Background: an optimization exercise with open tools, aiming at small area, a short achievable clock period and few clock cycles. Do not read the settings as production practice. The RTL was checked by simulation tests, not by an equivalence proof against the original design. Power is estimated from default activity; no workload was simulated.

==> flow/design.v <==
module rsd_block #(
    parameter CAP    = 64,           
    parameter OUTCAP = 32            
) (
    input             clk,
    input             rst,           
    input             req,
    input             we,
    input      [1:0]  sel,
    input      [15:0] addr,
    input      [15:0] wdata,
    output reg        busy,
    output reg        rvalid,
    output reg [15:0] rdata
);
    localparam ERR_OK       = 2'd0;
    localparam ERR_NOSYNC   = 2'd1;
    localparam ERR_OPERAND  = 2'd2;
    localparam ERR_COMMAND  = 2'd3;
    localparam S_IDLE  = 3'd0;
    localparam S_EXP   = 3'd1;
    localparam S_AWAIT = 3'd2;       
    localparam S_MOVE  = 3'd5;       
    localparam S_DEC   = 3'd6;       
    reg [8*64-1:0] raw_q;
    reg [8*64-1:0] bits_q;
    reg [8*32-1:0] out_q;
    reg [1:0]  err;
    reg [15:0] rawlen, bitlen, src, dst, blen;
    reg [5:0]  syncoff;
    reg [2:0]  syncsh;
    reg [2:0]  state;
    reg [6:0]  rpa;                  
    reg [15:0] xa_w;                 
    reg        xa_v0, xa_v1;         
    reg        xa_last;              
    reg        xb_ok;                
    reg [31:0] xb_cc;                
    reg [5:0]  xb_l;                 
    reg        xb_stop;              
    reg [6:0]  acc;                  
    reg [2:0]  nacc;
    reg [6:0]  olen;
    localparam Q_LD0 = 3'd0, Q_LD1 = 3'd1, Q_RUN = 3'd2, Q_FOUND = 3'd3, Q_NONE = 3'd4,
               Q_PRIME = 3'd5;
    reg [2:0]  sq;                   
    reg [5:0]  fo;                   
    reg [2:0]  blk;                  
    reg [2:0]  j;                    
    reg [2:0]  sh;
    reg [127:0] w;                   
    reg [5:0]  mra;                  
    reg [2:0]  mv;                   
    reg [6:0]  mrem;                 
    reg [6:0]  newlen;
    reg        dstsel;
    reg [5:0]  dra1, dra2, dwa;      
    reg [5:0]  drem;                 
    reg [3:0]  dw;                   
    wire host_acc = req && !busy;
    wire host_wr  = host_acc && we;
    wire host_rd  = host_acc && !we;
    function [21:0] chunk(input [7:0] b);
        integer i;
        reg [4:0]  pos;
        reg        st;
        reg [15:0] ch;
        reg [1:0]  c;
        begin
            pos = 5'd0; st = 1'b0; ch = 16'd0;
            for (i = 0; i < 4; i = i + 1) begin
                c = b[7 - 2*i -: 2];
                if (!st) begin
                    if (c == 2'd0) st = 1'b1;
                    else begin
                        pos = pos + {3'd0, c} + 5'd1;
                        ch[5'd16 - pos] = 1'b1;
                    end
                end
            end
            chunk = {st, pos, ch};
        end
    endfunction
    wire [6:0]  rp_cur   = busy ? rpa : 7'd0;
    wire [4:0]  raw_ra   = busy ? rpa[5:1] : ((sel == 2'd0) ? 5'd0 : addr[5:1]);
    wire [15:0] raw_word = raw_q[16*raw_ra +: 16];               
    wire [21:0] f0 = chunk(xa_v0 ? xa_w[7:0]  : 8'd0);
    wire [21:0] f1 = chunk(xa_v1 ? xa_w[15:8] : 8'd0);
    wire        st0 = f0[21];
    wire [31:0] xcc = {f0[15:0], 16'd0} | (st0 ? 32'd0 : ({f1[15:0], 16'd0} >> f0[20:16]));
    wire [5:0]  xl  = {1'b0, f0[20:16]} + (st0 ? 6'd0 : {1'b0, f1[20:16]});
    wire [39:0] ev    = {acc, 33'd0} | ({xb_cc, 8'd0} >> nacc);
    wire [5:0]  et    = {3'd0, nacc} + xb_l;
    wire [2:0]  enb   = et[5:3];
    wire [6:0]  eroom = 7'd64 - olen;
    wire [2:0]  enbe  = ({4'd0, enb} > eroom) ? eroom[2:0] : enb;
    wire [39:0] erest = ev << {enb, 3'b000};
    wire        edone = xb_stop || (olen + {4'd0, enb} >= 7'd64);
    reg  [5:0]  ra1;
    wire [5:0]  ra2 = dra2;
    wire [63:0] p1;                  
    wire [63:0] p2;                  
    genvar g, b;
    generate
        for (b = 0; b < 8; b = b + 1) begin : rd_bank
            wire [2:0] row1 = ra1[5:3] + ((b < ra1[2:0]) ? 3'd1 : 3'd0);
            wire [2:0] row2 = ra2[5:3] + ((b < ra2[2:0]) ? 3'd1 : 3'd0);
            wire [7:0] d1 = bits_q[8*(8*row1 + b) +: 8];
            wire [7:0] d2 = bits_q[8*(8*row2 + b) +: 8] & 8'h55;
        end
        for (b = 0; b < 8; b = b + 1) begin : rd_lane
            wire [2:0] bk1 = ra1[2:0] + b;
            wire [2:0] bk2 = ra2[2:0] + b;
            reg  [7:0] d1, d2;
            always @(*) begin
                case (bk1)
                    3'd0: d1 = rd_bank[0].d1; 3'd1: d1 = rd_bank[1].d1;
                    3'd2: d1 = rd_bank[2].d1; 3'd3: d1 = rd_bank[3].d1;
                    3'd4: d1 = rd_bank[4].d1; 3'd5: d1 = rd_bank[5].d1;
                    3'd6: d1 = rd_bank[6].d1; default: d1 = rd_bank[7].d1;
                endcase
                case (bk2)
                    3'd0: d2 = rd_bank[0].d2; 3'd1: d2 = rd_bank[1].d2;
                    3'd2: d2 = rd_bank[2].d2; 3'd3: d2 = rd_bank[3].d2;
                    3'd4: d2 = rd_bank[4].d2; 3'd5: d2 = rd_bank[5].d2;
                    3'd6: d2 = rd_bank[6].d2; default: d2 = rd_bank[7].d2;
                endcase
            end
            assign p1[8*b +: 8] = d1;
            assign p2[8*b +: 8] = d2;
        end
    endgenerate
    wire [63:0] blkrd = {p1[7:0], p1[15:8], p1[23:16], p1[31:24],
                         p1[39:32], p1[47:40], p1[55:48], p1[63:56]};
    wire [71:0]  w72  = w[127:56];
    reg  [7:0]   smatch;
    integer s;
    always @(*)
        for (s = 0; s < 8; s = s + 1)
            smatch[s] = (w72[70 - s -: 63] == 63'h2AAAAAAA_44894489);
    reg  [2:0]   sfirst;
    always @(*) begin
        casez (smatch)
            8'b???????1: sfirst = 3'd0;
            8'b??????10: sfirst = 3'd1;
            8'b?????100: sfirst = 3'd2;
            8'b????1000: sfirst = 3'd3;
            8'b???10000: sfirst = 3'd4;
            8'b??100000: sfirst = 3'd5;
            8'b?1000000: sfirst = 3'd6;
            default:     sfirst = 3'd7;
        endcase
    end
    wire [63:0] mvout = w72[71 - sh -: 64];          
    wire [5:0]  off   = {blk, j};
    wire        mvlast = (mrem <= 7'd8);
    wire        expanding = (state == S_EXP);
    wire [6:0]  slim  = expanding ? olen : bitlen[6:0];
    wire        sbad  = !expanding && (bitlen > 16'd64);
    wire        stest = ({1'b0, off} + 7'd9 <= slim);
    function can_load(input [3:0] x);
        can_load = !expanding || (olen >= {x, 3'b000} + 7'd8);
    endfunction
    wire        host_p1 = (state == S_IDLE) && host_acc && (sel == 2'd2);
    wire        srun  = (state == S_IDLE) || (state == S_EXP) || (state == S_AWAIT);
    wire        srestart = (state == S_IDLE && host_wr &&
                            (sel == 2'd2 || (sel == 2'd0 && addr[3:0] == 4'd3) ||
                             (sel == 2'd0 && addr[3:0] == 4'd0 && wdata == 16'h0001))) ||
                           (state == S_DEC && !dstsel) || (state == S_MOVE && mvlast);
    wire [3:0] dn   = ({2'd0, drem} < {2'd0, dw}) ? drem[3:0] : dw;    
    wire [63:0] dval;
    generate
        for (b = 0; b < 8; b = b + 1) begin : dec_lane
            assign dval[8*b +: 8] = ((p1[8*b +: 8] & 8'h55) << 1) | p2[8*b +: 8];
        end
    endgenerate
    wire [6:0] dd1 = dst[6:0] - src[6:0];
    wire [6:0] dd2 = dst[6:0] - src[6:0] - blen[6:0];
    wire [3:0] dw1 = (dd1 != 7'd0 && dd1 < 7'd8) ? dd1[3:0] : 4'd8;
    wire [3:0] dw2 = (dd2 != 7'd0 && dd2 < 7'd8) ? dd2[3:0] : 4'd8;
    wire [3:0] dwb = (dw1 < dw2) ? dw1 : dw2;
    wire [17:0] dec_src_end = {2'b0, src} + {1'b0, blen, 1'b0};
    wire [16:0] dec_dst_end = {1'b0, dst} + {1'b0, blen};
    wire        dec_ok_b    = (bitlen <= 16'd64) && (dec_src_end <= {2'b0, bitlen}) &&
                              (dec_dst_end <= {1'b0, bitlen});
    wire        dec_ok_o    = (bitlen <= 16'd64) && (dec_src_end <= {2'b0, bitlen}) &&
                              (dec_dst_end <= 17'd32);
    reg  [5:0]  bwa;                 
    reg  [7:0]  ble;                 
    reg  [63:0] bld;                 
    reg  [4:0]  owa;
    reg  [7:0]  ole;
    always @(*) begin
        case (state)
            S_DEC:  ra1 = dra1;
            S_MOVE: ra1 = mra;
            default:
                case (sq)
                    Q_LD0:   ra1 = 6'd0;
                    Q_LD1:   ra1 = 6'd8;
                    Q_PRIME: ra1 = fo + 6'd8;
                    default: ra1 = {blk + 3'd2, 3'd0};
                endcase
        endcase
        if (host_p1)
            ra1 = addr[5:0];
        bwa = addr[5:0];
        ble = 8'd0;
        bld = {56'd0, wdata[7:0]};
        owa = addr[4:0];
        ole = 8'd0;
        case (state)
            S_IDLE: begin
                ble = {7'd0, host_wr && sel == 2'd2};
                ole = {7'd0, host_wr && sel == 2'd3};
            end
            S_EXP: begin
                bwa = olen[5:0];
                bld = {32'd0, ev[15:8], ev[23:16], ev[31:24], ev[39:32]};
                ble = xb_ok ? ((8'd1 << enbe) - 8'd1) : 8'd0;
            end
            S_MOVE: begin
                bwa = {mv, 3'd0};
                bld = {mvout[7:0], mvout[15:8], mvout[23:16], mvout[31:24],
                       mvout[39:32], mvout[47:40], mvout[55:48], mvout[63:56]};
                for (s = 0; s < 8; s = s + 1)
                    ble[s] = (mrem > s);
            end
            S_DEC: begin
                bwa = dwa;
                bld = dval;
                owa = dwa[4:0];
                ble = dstsel ? 8'd0 : ((9'd1 << dn) - 9'd1);
                ole = dstsel ? ((9'd1 << dn) - 9'd1) : 8'd0;
            end
            default: ;
        endcase
    end
    generate
        for (b = 0; b < 8; b = b + 1) begin : wr_bank
            wire [2:0] ln   = b - bwa[2:0];
            wire [2:0] row  = bwa[5:3] + ((b < bwa[2:0]) ? 3'd1 : 3'd0);
            wire       en   = ble[ln];
            wire [7:0] d    = bld[8*ln +: 8];
            wire [2:0] oln  = b - owa[2:0];
            wire [1:0] orow = owa[4:3] + ((b < owa[2:0]) ? 2'd1 : 2'd0);
            wire       oen  = ole[oln];
            wire [7:0] od   = bld[8*oln +: 8];
            for (g = 0; g < 8; g = g + 1) begin : row_b
                always @(posedge clk)
                    if (en && row == g)
                        bits_q[8*(8*g + b) +: 8] <= d;
            end
            for (g = 0; g < 4; g = g + 1) begin : row_o
                always @(posedge clk)
                    if (oen && orow == g)
                        out_q[8*(8*g + b) +: 8] <= od;
            end
        end
        for (g = 0; g < 64; g = g + 1) begin : raw_wr
            always @(posedge clk)
                if (host_wr && sel == 2'd1 && addr[5:0] == g)
                    raw_q[8*g +: 8] <= wdata[7:0];
        end
    endgenerate
    reg [15:0] reg_rd;
    always @(*) begin
        case (addr[3:0])
            4'd1:    reg_rd = {14'd0, err};
            4'd2:    reg_rd = rawlen;
            4'd3:    reg_rd = bitlen;
            4'd4:    reg_rd = {10'd0, syncoff};
            4'd5:    reg_rd = {13'd0, syncsh};
            4'd6:    reg_rd = src;
            4'd7:    reg_rd = dst;
            4'd8:    reg_rd = blen;
            default: reg_rd = 16'd0;
        endcase
    end
    always @(posedge clk) begin
        if (rst) begin
            rvalid <= 1'b0;
            rdata  <= 16'd0;
        end else begin
            rvalid <= host_rd;
            if (host_rd) begin
                case (sel)
                    2'd0: rdata <= reg_rd;
                    2'd1: rdata <= {8'd0, addr[0] ? raw_word[15:8] : raw_word[7:0]};
                    2'd2: rdata <= {8'd0, p1[7:0]};
                    2'd3: rdata <= {8'd0, out_q[8*addr[4:0] +: 8]};
                endcase
            end
        end
    end
    always @(posedge clk) begin
        xa_w    <= raw_word;
        xa_v0   <= ({1'b0, rp_cur} < rawlen[7:0]);
        xa_v1   <= ({1'b0, rp_cur} + 8'd1 < rawlen[7:0]);
        xa_last <= ({1'b0, rp_cur} + 8'd2 >= rawlen[7:0]);
        rpa     <= rp_cur + 7'd2;
        xb_cc   <= xcc;
        xb_l    <= xl;
        xb_stop <= st0 || f1[21] || xa_last;
        xb_ok   <= busy;
    end
    always @(posedge clk) begin
        if (rst) begin
            state   <= S_IDLE;
            busy    <= 1'b0;
            err     <= ERR_OK;
            rawlen  <= 16'd0;
            bitlen  <= 16'd0;
            syncoff <= 6'd0;
            syncsh  <= 3'd0;
            src     <= 16'd0;
            dst     <= 16'd0;
            blen    <= 16'd0;
        end else begin
            case (state)
            S_IDLE: begin
                if (host_wr && sel == 2'd0) begin
                    case (addr[3:0])
                    4'd0: begin
                        case (wdata)
                        16'h0001: begin                          
                            if (rawlen > 16'd64) begin
                                err <= ERR_OPERAND;
                            end else begin
                                acc   <= 7'd0;
                                nacc  <= 3'd0;
                                olen  <= 7'd0;
                                state <= S_EXP;
                                busy  <= 1'b1;
                            end
                        end
                        16'h0002: begin                          
                            if (bitlen > 16'd64) begin
                                err <= ERR_OPERAND;
                            end else if (bitlen < 16'd9) begin
                                err <= ERR_NOSYNC;
                            end else if (sq == Q_NONE) begin
                                err <= ERR_NOSYNC;
                            end else begin
                                mv     <= 3'd0;
                                mra    <= fo + 6'd16;
                                newlen <= bitlen[6:0] - {1'b0, fo} - ((sh != 3'd0) ? 7'd1 : 7'd0);
                                mrem   <= bitlen[6:0] - {1'b0, fo} - ((sh != 3'd0) ? 7'd1 : 7'd0);
                                state  <= (sq == Q_FOUND) ? S_MOVE : S_AWAIT;
                                busy   <= 1'b1;
                            end
                        end
                        16'h0003, 16'h0007: begin                
                            if (wdata[2] ? !dec_ok_o : !dec_ok_b) begin
                                err <= ERR_OPERAND;
                            end else if (blen == 16'd0) begin
                                err <= ERR_OK;
                            end else begin
                                dstsel <= wdata[2];
                                dra1   <= src[5:0];
                                dra2   <= src[5:0] + blen[5:0];
                                dwa    <= dst[5:0];
                                drem   <= blen[5:0];
                                dw     <= wdata[2] ? 4'd8 : dwb;
                                state  <= S_DEC;
                                busy   <= 1'b1;
                            end
                        end
                        default: err <= ERR_COMMAND;
                        endcase
                    end
                    4'd2: rawlen <= wdata;
                    4'd3: bitlen <= wdata;
                    4'd6: src    <= wdata;
                    4'd7: dst    <= wdata;
                    4'd8: blen   <= wdata;
                    default: ;
                    endcase
                end
            end
            S_EXP: begin
                if (xb_ok) begin
                    olen <= olen + {4'd0, enbe};
                    acc  <= erest[39:33];
                    nacc <= et[2:0];
                    if (edone) begin
                        bitlen <= {9'd0, olen + {4'd0, enbe}};
                        err    <= ERR_OK;
                        state  <= S_IDLE;
                        busy   <= 1'b0;
                    end
                end
            end
            S_AWAIT: begin
                newlen <= bitlen[6:0] - {1'b0, fo} - ((sh != 3'd0) ? 7'd1 : 7'd0);
                mrem   <= bitlen[6:0] - {1'b0, fo} - ((sh != 3'd0) ? 7'd1 : 7'd0);
                mra    <= fo + 6'd16;
                if (sq == Q_FOUND) begin
                    state <= S_MOVE;
                end else if (sq == Q_NONE) begin
                    err   <= ERR_NOSYNC;
                    state <= S_IDLE;
                    busy  <= 1'b0;
                end
            end
            S_MOVE: begin
                mv   <= mv + 3'd1;
                mra  <= mra + 6'd8;
                mrem <= mrem - 7'd8;
                if (mvlast) begin
                    bitlen  <= {9'd0, newlen};
                    syncoff <= fo;
                    syncsh  <= sh;
                    err     <= ERR_OK;
                    state   <= S_IDLE;
                    busy    <= 1'b0;
                end
            end
            S_DEC: begin
                dra1 <= dra1 + {2'd0, dn};
                dra2 <= dra2 + {2'd0, dn};
                dwa  <= dwa + {2'd0, dn};
                drem <= drem - {2'd0, dn};
                if ({2'd0, drem} <= {2'd0, dw}) begin
                    err   <= ERR_OK;
                    state <= S_IDLE;
                    busy  <= 1'b0;
                end
            end
            default: begin
                state <= S_IDLE;
                busy  <= 1'b0;
            end
            endcase
        end
    end
    always @(posedge clk) begin
        if (rst || srestart) begin
            sq  <= Q_LD0;
            blk <= 3'd0;
            j   <= 3'd0;
        end else if (state == S_MOVE) begin
            w   <= {w[63:0], blkrd};
        end else if (srun && !host_p1) begin
            case (sq)
            Q_LD0: begin
                if (sbad)
                    sq <= Q_NONE;
                else if (can_load(4'd0)) begin
                    w[127:64] <= blkrd;
                    sq <= Q_LD1;
                end
            end
            Q_LD1: begin
                if (can_load(4'd1)) begin
                    w[63:0] <= blkrd;
                    sq <= Q_RUN;
                end
            end
            Q_RUN: begin
                if (!stest) begin
                    if (!expanding)
                        sq <= Q_NONE;
                end else if (smatch != 8'd0) begin
                    sh <= sfirst;
                    fo <= off;
                    sq <= Q_PRIME;
                end else if (j != 3'd7) begin
                    j <= j + 3'd1;
                    w <= {w[119:0], 8'd0};
                end else if (can_load({1'b0, blk} + 4'd2)) begin
                    j   <= 3'd0;
                    blk <= blk + 3'd1;
                    w   <= {w[119:56], blkrd};
                end
            end
            Q_PRIME: begin
                w[63:0] <= blkrd;
                sq <= Q_FOUND;
            end
            default: ;
            endcase
        end
    end
endmodule
==> flow/run.sh <==
#!/bin/bash
# synth_recipe.tcl (not shown) runs the flow's synth.tcl, then flattens the netlist and writes it again
# the make line also repeats each setting of config.mk as NAME=value (left out here)
make -C /OpenROAD-flow-scripts/flow DESIGN_CONFIG=/design/flow/config.mk WORK_HOME=/design/flow/orfs CLKGATE_MAP_FILE= SYNTH_SCRIPT=/design/flow/synth_recipe.tcl finish
==> flow/config.mk <==
export PLATFORM = sky130hd
export DESIGN_NAME = rsd_block
export DESIGN_NICKNAME = rsd_block
export VERILOG_FILES = /design/flow/design.v
export SDC_FILE = /design/flow/constraint.sdc
export NUM_CORES = 4
export LEC_CHECK = 0
export CAP_MARGIN = 20
export CORE_MARGIN = 2
export CORE_UTILIZATION = 40
export PLACE_DENSITY = 0.6
export SLEW_MARGIN = 20
==> flow/constraint.sdc <==
create_clock -name core_clock -period 10.0 [get_ports {clk}]
set_input_delay 2.0000 -clock core_clock [delete_from_list [all_inputs] [get_ports {clk}]]
set_output_delay 2.0000 -clock core_clock [all_outputs]
set_load 0.01 [all_outputs]
==> impl_metrics.tcl <==
set metrics [dict create \
    timing.final.crit_share_pct 87.1 \
    worstSetupEndpointType "register" \
    drv_cap 0 \
    syn_area_um2 98200 \
    slew-limit-headroom_pct 14.2 \
    worst-setup-path-type "primary input to register" \
    path_cells "clkdlybuf4s50_1 > nand4bb_1 > nor2_4 > o31ai_4 > inv_1 > buf_4 > a21oi_1 > ha_1 > buf_4 > mux4_2 > nand3_1 > nand2_1 > a21oi_1 > o21ai_0 > o31a_1 > o21ai_1 > o22ai_1 > o22ai_1 > nor3_2 > buf_4" \
    fp-row-count 181 \
    grt_pass1_wl_um 497000 \
    path_common_cell "buf_4" \
    synthTopCellsByArea "edfxtp_1 45%, mux4_2 11%, mux2i_1 4.1%" \
    worstMarginPinSlew_ns 1.25 \
    postSynth.asyncResetShare_pct 0 \
    nNetsFinal 8716 \
    vias_per_cell 6.41 \
    cts_tree "yes" \
    setup_ws_ns 1.29 \
    hpwl_um 253000 \
    ys.flop_type "edfxtp_1" \
    final-setup-viol-count 0 \
    cts_resized 0 \
    setup_tns_ns 0 \
    cp.arrival_ns 9.42 \
    cts.path.max_buffers 3 \
    die_h_um 499 \
    cts-root-buf "clkbuf_16" \
    cts-hold-fix-buffers 0 \
    drtAntennaViolNets 0 \
    ys_ff_latch 1673 \
    portBuffers 45 \
    p_per_area_nw_per_um2 203 \
    yosys_warnings 3 \
    finalHoldViolations 0 \
    syn2layout_area_growth_pct 10.7 \
    cp_slowest_cell "o31a_1" \
    synth_edf_count 1486 \
    place_ws_ns 0.768 \
    slew_violations 0 \
    skew_ns 0.0935 \
    crit_family "compound AO/OA/AOI/OAI gates" \
    yosys.cell_count.top_type "edfxtp_1" \
    h-tree-depth 4 \
    synth_top_area_share_pct 45.5 \
    critPathLaunch "sel[0]" \
    seq_area_um2 48400 \
    antenna_found_initial 24 \
    wirelength_um 347000 \
    synth_common_cells "1,486 x edfxtp_1, 969 x nand2_1, 714 x nor2_1, 573 x a21oi_1, 497 x mux4_2" \
    vias 75048 \
    critPathMaxStageDelay_ns 0.80 \
    syn-num-nets 8805 \
    multiInputGateArea_um2 47200 \
    final_area_um2 109000 \
    cts_buffers 176 \
    drive_gt1_share_pct 15.8 \
    cts_num_sinks 1673 \
    synth_top_area_cell "edfxtp_1" \
    routedWlPerCell_um 29.6 \
    outcome "finished clean" \
    clk_pin_slew_ns 0.06 \
    power_leakage_uw 0.0373 \
    rsz0062_at_grt "no" \
    timing.rr.start "state[0]$_SDFFE_PP0P_" \
    hp-start "rpa[1]$_DFF_P_" \
    drtPass1Iterations 7 \
    ys_types 120 \
    ios 56 \
    drt_iter0_drc 10925 \
    hp-class "register to register" \
    gp_congestion 0.998 \
    start_util_pct 40.3 \
    critPathRequiredTime_ns 10.71 \
    grt_overflow 0 \
    cp_max_fo 21 \
    nFillCells 22172 \
    max_freq_mhz 115 \
    drc_errors 0 \
    yosysSeqAreaShare_pct 49.3 \
    first_global_vias 70089 \
    ir_drop_v 0.000165 \
    post_cts_buffers 0 \
    clk_latency_ns 0.89 \
    postSynthAreaPerCell_um2 11.6 \
    cp_num_buf_inv 5 \
    placed_cell_area_um2 103000 \
    fin_crit_ns 8.71 \
    netlist_instances 8434 \
    fp.dieArea_um2 249000 \
    die_x_um 499 \
    start_kind "primary input" \
    grt_max_degree 129 \
    fp.coreArea_um2 244000 \
    grtUsageTotal_pct 27.1 \
]
==> routing by layer <==
layer / vias to the layer above / track usage, % / wire length [µm]
met5: - / 0.347 / 174
met4: 10 / 10.5 / 15000
met3: 677 / 6.35 / 39000
met2: 4467 / 40.1 / 151000
met1: 37603 / 38.4 / 142000
li1: 32291 / - / -
==> through the flow <==
| step | std cells | hold slack [ns] | total power (µW) | util, % |
|---|---|---|---|---|
| 2_1_floorplan | 8434 | 0.391 | 12500 | - |
| 3_3_place_gp | 11368 | 0.450 | 15100 | 42.1 |
| 3_5_place_dp | 11368 | 0.457 | 15200 | 42.1 |
| 4_1_cts | 11697 | 0.472 | 21900 | 44.5 |
| 5_1_grt | 11702 | 0.494 | 22700 | 44.6 |
| 6_report | 11709 | 0.477 | 22100 | 44.6 |
==> where the power goes <==
part           leakage (µW)  switching [µW]  internal (µW)
clock               0.00287            2950           3800
combinational        0.0193            4460           2360
sequential           0.0152             392           8100
total                0.0373            7800          14300
==> cell usage in the layout, fill, tap and decap left out, types with 146 or more instances in the layout <==
master,netlist,final
edfxtp_1,1486,1486
a21oi_1,573,564
inv_1,208,204
nor3_1,164,154
ha_1,312,308
o21ai_0,403,398
mux4_2,497,497
mux2_2,160,160
buf_4,8,231
clkbuf_16,0,176
nor2_1,714,704
dfxtp_1,187,186
mux2i_1,402,390
nand3_1,147,146
nand2_1,969,966
==> flip-flops by register name, indices dropped and copies added, names as in the netlist, 7 cells and up <==
name and count:
rdata 16, w 128, bitlen 16, rpa 7, out_q 256, newlen 7
src 16, olen 7, xb_cc 32, dst 16, raw_q 512, blen 16
mrem 7, bits_q 512, rawlen 16, acc 7, xa_w 16
==> worst register-to-register path: cells and delay by family, from the launching register on <==
kind / cells / cell delay, ns
mux: 1 / 0.37
compound gates: 9 / 3.12
xor+xnor: 1 / 0.14
fa+ha+maj: 1 / 0.52
simple gates: 4 / 1.61
flops: 1 / 0.90
buf+inv: 5 / 1.41
==> worst paths after layout <==
path / endpoint / slack [ns] / cells after the start
worst max register to register: bits_q[407]$_DFFE_PP_ / 1.78 / 21
worst min-delay path: rpa[1]$_DFF_P_ / 0.48 / 1
worst max-delay path: bits_q[407]$_DFFE_PP_ / 1.29 / 20
worst min register to register: rpa[1]$_DFF_P_ / 0.48 / 1
==> final cells by class <==
type	instances	share of cell area [%]
Clock inverter	116	1.31
Antenna cell	11	0.0253
Clock buffer	213	4.23
Timing Repair Buffer	277	2.00
Inverter	215	0.743
Tap cell	3202	3.69
Multi-Input combinational cell	6002	43.5
Sequential cell	1673	44.5
==> logic make-up after synthesis <==
| group | Yosys count | synth area share, % |
|---|---|---|
| XOR/XNOR | 181 | 1.67 |
| AND/OR/NAND/NOR | 2487 | 11.4 |
| adder cells (fa/ha/maj) | 333 | 4.40 |
| AO/OA/AOI/OAI | 1933 | 12.7 |
| buffers and inverters | 759 | 3.02 |
| multiplexers | 1068 | 17.5 |
| flip-flops | 1673 | 49.3 |
Testbench counts, summed over its fixed seeds: cycles 6,062.

==> re-timing with driven ports <==
The results above use ideal ports. As a check the final layout listed here was re-extracted and re-timed, cells and wires unchanged. Step 1, drivers: a clkbuf_16 drives clk and a buf_2 each remaining input, both assumed. Step 2 also shifts input and output timing later by t, the mid clock arrival at the registers, as if the neighbouring blocks saw the same clock. a / b / c = no drivers / after step 1 / after step 2; a / b = the first two.
shift t [ns]: 0.940
slack for setup (ns): 1.292 / 1.351 / 0.411
worst register clock-pin slew, ns: 0.07 / 0.07
After both steps setup and hold are still met in this run. For this run, drivers alone change the setup slack by +0.059 ns; drivers and shift together by -0.881 ns.
